From an optimization exercise on the open Yosys and OpenROAD flow, aimed at small area, a short achievable clock period and few clock cycles per item; shortcuts taken in it are not production practice.
Where RTL was checked, it was by simulation tests only, not by an equivalence proof against the original.
No activity file was given, so power comes from the tool's default toggle rates.

==> flow/design.v <==
module lz77_block_encoder (
    input  wire        clk,
    input  wire        rst,         
    input  wire        in_valid,
    output wire        in_ready,
    input  wire [7:0]  in_data,
    input  wire        in_last,
    output wire        tok_valid,
    input  wire        tok_ready,
    output wire        tok_match,   
    output wire [7:0]  tok_value,   
    output wire [11:0] tok_dist,    
    output wire        tok_last     
);
    localparam integer N = 128;
    reg        in_rdy_r;
    reg        main_v;
    reg  [7:0] main_d;
    reg  [7:0] main_dn;               
    reg        main_end;              
    reg        skid_v, skid_l;
    reg  [7:0] skid_d;
    wire in_fire = in_valid & in_rdy_r;
    assign in_ready = in_rdy_r;
    reg  [7:0]   H [1:N-1];
    reg  [6:0]   qpos;                
    wire         A_fire;
    reg          vA;                  
    reg  [N-1:1] eA;
    reg          lastA;
    wire [6:0] qpos_nx = A_fire ? (main_end ? 7'd0 : qpos + 7'd1) : qpos;
    reg  [7:0]  hi_gt, hi_eq;
    reg  [15:0] lo_ge;
    wire [N-1:1] e_next;
    genvar gd;
    generate
        for (gd = 1; gd < N; gd = gd + 1) begin : g_cmp
            wire eq = (gd % 2) ? (H[gd] == main_d) : ((H[gd] ^ main_dn) == 8'hff);
            assign e_next[gd] = eq &&
                                (hi_gt[gd / 16] || (hi_eq[gd / 16] && lo_ge[gd % 16]));
        end
    endgenerate
    reg  [N-1:1] X1, X2;
    reg          M;                   
    reg  [1:0]   pend;                
    reg  [6:0]   L;                   
    wire [7:0]   b0 = H[1];
    wire [7:0]   b1 = H[2];
    wire [7:0]   b2 = H[3];
    reg  [1:0]   f;                   
    reg          fl_match;
    reg  [7:0]   flA, flB;
    reg          ov, sv;
    reg  [16:0]  o_tok, s_tok;
    wire         room = ~sv;
    wire         pop  = ov & tok_ready;
    wire         load_o = ~ov | tok_ready;
    wire [6:0]   far_d;
    wire [127:0] pv = {X2, 1'b0};
    wire [63:0] a1;  wire [63:0]  i1;
    wire [31:0] a2;  wire [63:0]  i2;
    wire [15:0] a3;  wire [47:0]  i3;
    wire [7:0]  a4;  wire [31:0]  i4;
    wire [3:0]  a5;  wire [19:0]  i5;
    wire [1:0]  a6;  wire [11:0]  i6;
    genvar g;
    generate
        for (g = 0; g < 64; g = g + 1) begin : l1
            assign a1[g] = pv[2*g+1] | pv[2*g];
            assign i1[g] = pv[2*g+1];
        end
        for (g = 0; g < 32; g = g + 1) begin : l2
            assign a2[g] = a1[2*g+1] | a1[2*g];
            assign i2[2*g+1:2*g] = a1[2*g+1] ? {1'b1, i1[2*g+1]} : {1'b0, i1[2*g]};
        end
        for (g = 0; g < 16; g = g + 1) begin : l3
            assign a3[g] = a2[2*g+1] | a2[2*g];
            assign i3[3*g+2:3*g] = a2[2*g+1] ? {1'b1, i2[4*g+3:4*g+2]} : {1'b0, i2[4*g+1:4*g]};
        end
        for (g = 0; g < 8; g = g + 1) begin : l4
            assign a4[g] = a3[2*g+1] | a3[2*g];
            assign i4[4*g+3:4*g] = a3[2*g+1] ? {1'b1, i3[6*g+5:6*g+3]} : {1'b0, i3[6*g+2:6*g]};
        end
        for (g = 0; g < 4; g = g + 1) begin : l5
            assign a5[g] = a4[2*g+1] | a4[2*g];
            assign i5[5*g+4:5*g] = a4[2*g+1] ? {1'b1, i4[8*g+7:8*g+4]} : {1'b0, i4[8*g+3:8*g]};
        end
        for (g = 0; g < 2; g = g + 1) begin : l6
            assign a6[g] = a5[2*g+1] | a5[2*g];
            assign i6[6*g+5:6*g] = a5[2*g+1] ? {1'b1, i5[10*g+9:10*g+5]} : {1'b0, i5[10*g+4:10*g]};
        end
    endgenerate
    assign far_d = a6[1] ? {1'b1, i6[11:6]} : {1'b0, i6[5:0]};
    wire [N-1:1] and_v = X2 & eA;
    wire         any   = |and_v;
    wire         eval  = M | (pend == 2'd2);
    wire         cont  = eval & any;
    wire flush_fire = (f != 2'd0) & room;
    wire B_fire     = vA & room & ~(lastA & f[1]);
    assign A_fire   = main_v & (~vA | B_fire);
    wire        emit_n  = B_fire & eval & ~any;
    wire [16:0] tok_n   = M ? {1'b0, 1'b1, 1'b0, L, far_d}
                            : {1'b0, 1'b0, b2, 7'd0};
    wire [16:0] tok_f   = fl_match  ? {1'b1, 1'b1, 1'b0, L, far_d}
                        : f[1]      ? {1'b0, 1'b0, flA, 7'd0}
                                    : {1'b1, 1'b0, flB, 7'd0};
    wire        wr      = flush_fire | emit_n;
    wire [16:0] tok_w   = flush_fire ? tok_f : tok_n;
    wire [1:0] pend_nx = M ? 2'd1 : (pend == 2'd2) ? 2'd2 : pend + 2'd1;
    assign tok_valid = ov;
    assign tok_last  = o_tok[16];
    assign tok_match = o_tok[15];
    assign tok_value = o_tok[14:7];
    assign tok_dist  = {5'd0, o_tok[6:0]};
    integer k;
    always @(posedge clk) begin
        if (A_fire) begin
            H[1] <= main_d;
            for (k = 2; k < N; k = k + 1) H[k] <= H[k-1];
            eA    <= e_next;
            lastA <= main_end;
        end
        if (B_fire) begin
            X1 <= eA;
            X2 <= cont ? and_v : (X1 & eA);
            if (cont) L <= M ? L + 7'd1 : 7'd3;
            if (lastA) begin
                flA <= b1;
                flB <= b0;
                fl_match <= cont;
            end
        end
    end
    always @(posedge clk) begin
        if (skid_v) begin
            if (A_fire) begin
                main_d   <= skid_d;
                main_dn  <= ~skid_d;
                main_end <= skid_l | (qpos_nx == 7'd127);
            end
        end else if (in_fire) begin
            if (~main_v | A_fire) begin
                main_d   <= in_data;
                main_dn  <= ~in_data;
                main_end <= in_last | (qpos_nx == 7'd127);
            end else begin
                skid_d <= in_data;
                skid_l <= in_last;
            end
        end
    end
    wire [16:0] o_new = sv ? s_tok : tok_w;
    always @(posedge clk) begin
        o_tok <= (o_new & {17{load_o}}) | (o_tok & {17{~load_o}});
        if (ov & ~tok_ready & ~sv)
            s_tok <= tok_w;
    end
    always @(posedge clk) begin
        if (rst) begin
            in_rdy_r <= 1'b1;
            main_v   <= 1'b0;
            skid_v   <= 1'b0;
            qpos     <= 7'd0;
            hi_gt    <= 8'd0;
            hi_eq    <= 8'd1;
            lo_ge    <= 16'd1;
            vA       <= 1'b0;
            M        <= 1'b0;
            pend     <= 2'd0;
            f        <= 2'd0;
            ov       <= 1'b0;
            sv       <= 1'b0;
        end else begin
            if (skid_v) begin
                if (A_fire) begin
                    skid_v   <= 1'b0;
                    in_rdy_r <= 1'b1;
                end
            end else if (in_fire) begin
                if (~main_v | A_fire) begin
                    main_v <= 1'b1;
                end else begin
                    skid_v   <= 1'b1;
                    in_rdy_r <= 1'b0;
                end
            end else if (A_fire) begin
                main_v <= 1'b0;
            end
            qpos <= qpos_nx;
            for (k = 0; k < 8; k = k + 1) begin
                hi_gt[k] <= (qpos_nx[6:4] > k);
                hi_eq[k] <= (qpos_nx[6:4] == k);
            end
            for (k = 0; k < 16; k = k + 1)
                lo_ge[k] <= (qpos_nx[3:0] >= k);
            if (A_fire)
                vA <= 1'b1;
            else if (B_fire)
                vA <= 1'b0;
            if (B_fire) begin
                if (lastA) begin
                    M    <= 1'b0;
                    pend <= 2'd0;
                end else begin
                    M    <= cont;
                    pend <= pend_nx;
                end
            end
            if (B_fire & lastA)
                f <= cont ? 2'd1 : pend_nx;
            else if (flush_fire)
                f <= f - 2'd1;
            if (load_o) begin
                ov <= sv | wr;
                sv <= 1'b0;
            end else if (wr) begin
                sv <= 1'b1;
            end
        end
    end
endmodule
clock: 10.0 ns
lec_check: 0
abc_area: 1
cap_margin: 20
core_margin: 2
core_utilization: 65
slew_margin: 20
standard.sh (not shown) runs the stock make flow with config.mk's settings and CLKGATE_MAP_FILE= SYNTH_SCRIPT=/design/flow/synth_recipe.tcl, a recipe that flattens the netlist after the stock synthesis.
==> flow/flow/run.sh <==
#!/bin/bash
# Standard ORFS layout (the standard.sh) with two changes to how it is
# made: timing repair aims for extra setup slack, and the clock tree uses
# clkbuf_16 for its root and trunk and clkbuf_8 for its leaves.
set -euo pipefail
CTS="-sink_clustering_enable -repair_clock_nets -buf_list sky130_fd_sc_hd__clkbuf_8 -root_buf sky130_fd_sc_hd__clkbuf_16 -tree_buf sky130_fd_sc_hd__clkbuf_16 -sink_clustering_size 14 -sink_clustering_max_diameter 50"
bash standard.sh SETUP_SLACK_MARGIN=6.7 "CTS_ARGS=$CTS" finish > standard.log 2>&1
Change:
--- a/flow/design.v
+++ b/flow/design.v
@@ -29,15 +29,14 @@
     reg  [N-1:1] eA;
     reg          lastA;
     wire [6:0] qpos_nx = A_fire ? (main_end ? 7'd0 : qpos + 7'd1) : qpos;
-    reg  [7:0]  hi_gt, hi_eq;
-    reg  [15:0] lo_ge;
-    wire [N-1:1] e_next;
+    reg  [6:0]   qposB;               
+    wire [N-1:1] e_next, validB;
     genvar gd;
     generate
         for (gd = 1; gd < N; gd = gd + 1) begin : g_cmp
-            wire eq = (gd % 2) ? (H[gd] == main_d) : ((H[gd] ^ main_dn) == 8'hff);
-            assign e_next[gd] = eq &&
-                                (hi_gt[gd / 16] || (hi_eq[gd / 16] && lo_ge[gd % 16]));
+            assign e_next[gd] = (gd % 2) ? (H[gd] == main_d)
+                                         : ((H[gd] ^ main_dn) == 8'hff);
+            assign validB[gd] = (qposB >= gd);
         end
     endgenerate
     reg  [N-1:1] X1, X2;
@@ -50,11 +49,9 @@
     reg  [1:0]   f;                   
     reg          fl_match;
     reg  [7:0]   flA, flB;
-    reg          ov, sv;
-    reg  [16:0]  o_tok, s_tok;
-    wire         room = ~sv;
-    wire         pop  = ov & tok_ready;
-    wire         load_o = ~ov | tok_ready;
+    reg          ov;
+    reg  [16:0]  o_tok;
+    wire         room = ~ov | tok_ready;
     wire [6:0]   far_d;
     wire [127:0] pv = {X2, 1'b0};
     wire [63:0] a1;  wire [63:0]  i1;
@@ -119,9 +116,10 @@
             for (k = 2; k < N; k = k + 1) H[k] <= H[k-1];
             eA    <= e_next;
             lastA <= main_end;
+            qposB <= qpos;
         end
         if (B_fire) begin
-            X1 <= eA;
+            X1 <= eA & validB;
             X2 <= cont ? and_v : (X1 & eA);
             if (cont) L <= M ? L + 7'd1 : 7'd3;
             if (lastA) begin
@@ -149,11 +147,9 @@
             end
         end
     end
-    wire [16:0] o_new = sv ? s_tok : tok_w;
-    always @(posedge clk) begin
-        o_tok <= (o_new & {17{load_o}}) | (o_tok & {17{~load_o}});
-        if (ov & ~tok_ready & ~sv)
-            s_tok <= tok_w;
+    always @(posedge clk) begin
+        if (room)
+            o_tok <= tok_w;
     end
     always @(posedge clk) begin
         if (rst) begin
@@ -161,15 +157,11 @@
             main_v   <= 1'b0;
             skid_v   <= 1'b0;
             qpos     <= 7'd0;
-            hi_gt    <= 8'd0;
-            hi_eq    <= 8'd1;
-            lo_ge    <= 16'd1;
             vA       <= 1'b0;
             M        <= 1'b0;
             pend     <= 2'd0;
             f        <= 2'd0;
             ov       <= 1'b0;
-            sv       <= 1'b0;
         end else begin
             if (skid_v) begin
                 if (A_fire) begin
@@ -187,12 +179,6 @@
                 main_v <= 1'b0;
             end
             qpos <= qpos_nx;
-            for (k = 0; k < 8; k = k + 1) begin
-                hi_gt[k] <= (qpos_nx[6:4] > k);
-                hi_eq[k] <= (qpos_nx[6:4] == k);
-            end
-            for (k = 0; k < 16; k = k + 1)
-                lo_ge[k] <= (qpos_nx[3:0] >= k);
             if (A_fire)
                 vA <= 1'b1;
             else if (B_fire)
@@ -210,12 +196,8 @@
                 f <= cont ? 2'd1 : pend_nx;
             else if (flush_fire)
                 f <= f - 2'd1;
-            if (load_o) begin
-                ov <= sv | wr;
-                sv <= 1'b0;
-            end else if (wr) begin
-                sv <= 1'b1;
-            end
+            if (room)
+                ov <= wr;
         end
     end
 endmodule
Effect:
- final area goes down by 2.0%
- fmax fell by 4.3%
- register-to-register slack got worse by 230 ps
- worst setup slack is worse by 150 ps
- core utilization went down by 0.11 points
Function was not checked in any run of this note: the RTL went through the layout flow alone.

========
lane 1:
lz77_block_encoder, a different RTL version from the one above (not shown whole).
Size in the first run: about 4600 cells after synthesis, roughly 1500 flip-flops, roughly 0.064 mm² of cells after synthesis.
==> module lz77_block_encoder, before the edit <==
module lz77_block_encoder (
    input  wire        clk,
    input  wire        rst,         
    input  wire        in_valid,
    output wire        in_ready,
    input  wire [7:0]  in_data,
    input  wire        in_last,
    output wire        tok_valid,
    input  wire        tok_ready,
    output wire        tok_match,   
    output wire [7:0]  tok_value,   
    output wire [11:0] tok_dist,    
    output wire        tok_last     
);
    localparam integer N = 128;
    reg        in_rdy_r;
    reg        main_v;
    reg  [7:0] main_d;
    reg  [7:0] main_dn;               
    reg        main_end;              
    reg        skid_v, skid_l;
    reg  [7:0] skid_d;
    wire in_fire = in_valid & in_rdy_r;
    assign in_ready = in_rdy_r;
    reg  [7:0]   H [1:N-1];
    reg  [6:0]   qpos;                
    wire         A_fire;
    reg          vA;                  
    reg  [N-1:1] eA;
    reg          lastA;
    wire [6:0] qpos_nx = A_fire ? (main_end ? 7'd0 : qpos + 7'd1) : qpos;
    reg  [6:0]   qposB;               
    wire [N-1:1] e_next, validB;
    genvar gd;
    generate
        for (gd = 1; gd < N; gd = gd + 1) begin : g_cmp
            assign e_next[gd] = (gd % 2) ? (H[gd] == main_d)
                                         : ((H[gd] ^ main_dn) == 8'hff);
            assign validB[gd] = (qposB >= gd);
        end
    endgenerate
    reg  [N-1:1] X1, X2;
    reg          M;                   
    reg  [1:0]   pend;                
    reg  [6:0]   L;                   
    wire [7:0]   b0 = H[1];
    wire [7:0]   b1 = H[2];
    wire [7:0]   b2 = H[3];
    reg  [1:0]   f;                   
    reg          fl_match;
    reg  [7:0]   flA, flB;
    reg          ov, sv;
    reg  [16:0]  o_tok, s_tok;
    wire         room = ~sv;
    wire         pop  = ov & tok_ready;
    wire         load_o = ~ov | tok_ready;
    wire [6:0]   far_d;
    wire [127:0] pv = {X2, 1'b0};
    wire [63:0] a1;  wire [63:0]  i1;
    wire [31:0] a2;  wire [63:0]  i2;
    wire [15:0] a3;  wire [47:0]  i3;
    wire [7:0]  a4;  wire [31:0]  i4;
    wire [3:0]  a5;  wire [19:0]  i5;
    wire [1:0]  a6;  wire [11:0]  i6;
    genvar g;
    generate
        for (g = 0; g < 64; g = g + 1) begin : l1
            assign a1[g] = pv[2*g+1] | pv[2*g];
            assign i1[g] = pv[2*g+1];
        end
        for (g = 0; g < 32; g = g + 1) begin : l2
            assign a2[g] = a1[2*g+1] | a1[2*g];
            assign i2[2*g+1:2*g] = a1[2*g+1] ? {1'b1, i1[2*g+1]} : {1'b0, i1[2*g]};
        end
        for (g = 0; g < 16; g = g + 1) begin : l3
            assign a3[g] = a2[2*g+1] | a2[2*g];
            assign i3[3*g+2:3*g] = a2[2*g+1] ? {1'b1, i2[4*g+3:4*g+2]} : {1'b0, i2[4*g+1:4*g]};
        end
        for (g = 0; g < 8; g = g + 1) begin : l4
            assign a4[g] = a3[2*g+1] | a3[2*g];
            assign i4[4*g+3:4*g] = a3[2*g+1] ? {1'b1, i3[6*g+5:6*g+3]} : {1'b0, i3[6*g+2:6*g]};
        end
        for (g = 0; g < 4; g = g + 1) begin : l5
            assign a5[g] = a4[2*g+1] | a4[2*g];
            assign i5[5*g+4:5*g] = a4[2*g+1] ? {1'b1, i4[8*g+7:8*g+4]} : {1'b0, i4[8*g+3:8*g]};
        end
        for (g = 0; g < 2; g = g + 1) begin : l6
            assign a6[g] = a5[2*g+1] | a5[2*g];
            assign i6[6*g+5:6*g] = a5[2*g+1] ? {1'b1, i5[10*g+9:10*g+5]} : {1'b0, i5[10*g+4:10*g]};
        end
    endgenerate
    assign far_d = a6[1] ? {1'b1, i6[11:6]} : {1'b0, i6[5:0]};
    wire [N-1:1] and_v = X2 & eA;
    wire         any   = |and_v;
    wire         eval  = M | (pend == 2'd2);
    wire         cont  = eval & any;
    wire flush_fire = (f != 2'd0) & room;
    wire B_fire     = vA & room & ~(lastA & f[1]);
    assign A_fire   = main_v & (~vA | B_fire);
    wire        emit_n  = B_fire & eval & ~any;
    wire [16:0] tok_n   = M ? {1'b0, 1'b1, 1'b0, L, far_d}
                            : {1'b0, 1'b0, b2, 7'd0};
    wire [16:0] tok_f   = fl_match  ? {1'b1, 1'b1, 1'b0, L, far_d}
                        : f[1]      ? {1'b0, 1'b0, flA, 7'd0}
                                    : {1'b1, 1'b0, flB, 7'd0};
    wire        wr      = flush_fire | emit_n;
    wire [16:0] tok_w   = flush_fire ? tok_f : tok_n;
    wire [1:0] pend_nx = M ? 2'd1 : (pend == 2'd2) ? 2'd2 : pend + 2'd1;
    assign tok_valid = ov;
    assign tok_last  = o_tok[16];
    assign tok_match = o_tok[15];
    assign tok_value = o_tok[14:7];
    assign tok_dist  = {5'd0, o_tok[6:0]};
    integer k;
    always @(posedge clk) begin
        if (A_fire) begin
            H[1] <= main_d;
            for (k = 2; k < N; k = k + 1) H[k] <= H[k-1];
            eA    <= e_next;
            lastA <= main_end;
            qposB <= qpos;
        end
        if (B_fire) begin
            X1 <= eA & validB;
            X2 <= cont ? and_v : (X1 & eA);
            if (cont) L <= M ? L + 7'd1 : 7'd3;
            if (lastA) begin
                flA <= b1;
                flB <= b0;
                fl_match <= cont;
            end
        end
    end
    always @(posedge clk) begin
        if (skid_v) begin
            if (A_fire) begin
                main_d   <= skid_d;
                main_dn  <= ~skid_d;
                main_end <= skid_l | (qpos_nx == 7'd127);
            end
        end else if (in_fire) begin
            if (~main_v | A_fire) begin
                main_d   <= in_data;
                main_dn  <= ~in_data;
                main_end <= in_last | (qpos_nx == 7'd127);
            end else begin
                skid_d <= in_data;
                skid_l <= in_last;
            end
        end
    end
    always @(posedge clk) begin
        if (load_o)
            o_tok <= sv ? s_tok : tok_w;
        if (ov & ~tok_ready & ~sv)
            s_tok <= tok_w;
    end
    always @(posedge clk) begin
        if (rst) begin
            in_rdy_r <= 1'b1;
            main_v   <= 1'b0;
            skid_v   <= 1'b0;
            qpos     <= 7'd0;
            vA       <= 1'b0;
            M        <= 1'b0;
            pend     <= 2'd0;
            f        <= 2'd0;
            ov       <= 1'b0;
            sv       <= 1'b0;
        end else begin
            if (skid_v) begin
                if (A_fire) begin
                    skid_v   <= 1'b0;
                    in_rdy_r <= 1'b1;
                end
            end else if (in_fire) begin
                if (~main_v | A_fire) begin
                    main_v <= 1'b1;
                end else begin
                    skid_v   <= 1'b1;
                    in_rdy_r <= 1'b0;
                end
            end else if (A_fire) begin
                main_v <= 1'b0;
            end
            qpos <= qpos_nx;
            if (A_fire)
                vA <= 1'b1;
            else if (B_fire)
                vA <= 1'b0;
            if (B_fire) begin
                if (lastA) begin
                    M    <= 1'b0;
                    pend <= 2'd0;
                end else begin
                    M    <= cont;
                    pend <= pend_nx;
                end
            end
            if (B_fire & lastA)
                f <= cont ? 2'd1 : pend_nx;
            else if (flush_fire)
                f <= f - 2'd1;
            if (load_o) begin
                ov <= sv | wr;
                sv <= 1'b0;
            end else if (wr) begin
                sv <= 1'b1;
            end
        end
    end
endmodule
Settings: LEC_CHECK=0, ABC_AREA=1, CAP_MARGIN=20, CORE_MARGIN=2, CORE_UTILIZATION=65, SLEW_MARGIN=20; clock period 10.0 ns.
Scripts as last shown in full above: flow/flow/run.sh
Testbench counts of lane 1, summed over its fixed seeds: cycles 43,506, bytes 43,472.
Changes in lane 2 relative to lane 1:
-- flow/design.v --
<<< lane 1, line 52
    reg          ov, sv;
    reg  [16:0]  o_tok, s_tok;
    wire         room = ~sv;
    wire         pop  = ov & tok_ready;
    wire         load_o = ~ov | tok_ready;
    wire [6:0]   far_d;
    wire [127:0] pv = {X2, 1'b0};
>>> lane 2, line 52
    reg          ov, sv;
    reg  [16:0]  o_tok, s_tok;
    reg  [16:0]  o_keep_n;            
    wire         room = ~sv;
    wire         pop  = ov & tok_ready;
    wire         load_o = ~ov | tok_ready;
    wire [16:0]  o_new;
    wire [6:0]   far_d;
    wire [127:0] pv = {X2, 1'b0};
<<< lane 1, line 106
    wire        wr      = flush_fire | emit_n;
    wire [16:0] tok_w   = flush_fire ? tok_f : tok_n;
    wire [1:0] pend_nx = M ? 2'd1 : (pend == 2'd2) ? 2'd2 : pend + 2'd1;
    assign tok_valid = ov;
>>> lane 2, line 108
    wire        wr      = flush_fire | emit_n;
    wire [16:0] tok_w   = flush_fire ? tok_f : tok_n;
    assign      o_new   = sv ? s_tok : tok_w;
    wire [1:0] pend_nx = M ? 2'd1 : (pend == 2'd2) ? 2'd2 : pend + 2'd1;
    assign tok_valid = ov;
<<< lane 1, line 151
    end
    always @(posedge clk) begin
        if (load_o)
            o_tok <= sv ? s_tok : tok_w;
        if (ov & ~tok_ready & ~sv)
            s_tok <= tok_w;
>>> lane 2, line 154
    end
    always @(posedge clk) begin
        o_tok <= load_o ? o_new : ~o_keep_n;
        if (load_o)
            o_keep_n <= ~o_new;
        if (ov & ~tok_ready & ~sv)
            s_tok <= tok_w;
- Lane 2 vs lane 1 — setup slack rose 10 ps.
- sky130_fd_sc_hd__edfxtp_1 as the critical-path cell with the highest stage delay was reported by lane 1, and sky130_fd_sc_hd__dfxtp_1 by lane 2.
- Final cell area excluding filler cells in lane 2 is about 1.4% above lane 1.
- Changes observed in lane 2 relative to lane 1: logic gate share of total power shows an increase of 1.0 points, y dimension of the die increased 0.51%, fraction of area in multi-input gates did not really move, count of instances resized after the clock tree is built saw an increase.
- Lane 2 vs lane 1, startpoint of the worst setup timing path: o_tok[9] vs o_tok[12]
For lane 2, only the layout was checked, not whether the RTL still works.

## separate check: timing with driven ports
How much do the figures lean on ideal ports? The routed layouts below were timed once more, with nothing changed but the port constraints. Step 1 (the two cells are an assumption about what drives the block):
set clk [get_ports {clk}]
set_driving_cell -lib_cell sky130_fd_sc_hd__clkbuf_16 $clk
set_driving_cell -lib_cell sky130_fd_sc_hd__buf_2 [delete_from_list [all_inputs] $clk]
Step 2 moves the port delays by t, midway between the first and last clock arrival at a register: inputs arrive t later, outputs are due t later. That takes back most of the time a late clock gives input paths. Three values: ideal ports, drivers, drivers and shift; two values: the first two.
| run | shift t [ns] | slack for setup (ns) | worst hold slack (ns) | worst data-port slew with drivers (ns) |
|---|---|---|---|---|
| the first run of note 1 | 0.803 | 6.671 / 6.599 / 6.168 | 0.452 / 0.452 / 0.452 | 0.04 |
| the second run of note 1 | 0.794 | 6.521 / 6.453 / 6.208 | 0.461 / 0.461 / 0.461 | 0.04 |
| lane 1 | 0.790 | 6.742 / 6.669 / 6.123 | 0.459 / 0.459 / 0.459 | 0.08 |
| lane 2 | 0.805 | 6.752 / 6.672 / 6.091 | 0.426 / 0.426 / 0.426 | 0.04 |
After both steps setup and hold are still met in every run listed. The setup slack of lane 2, which loses most, moves by -0.080 ns with the drivers and by -0.661 ns with both steps.
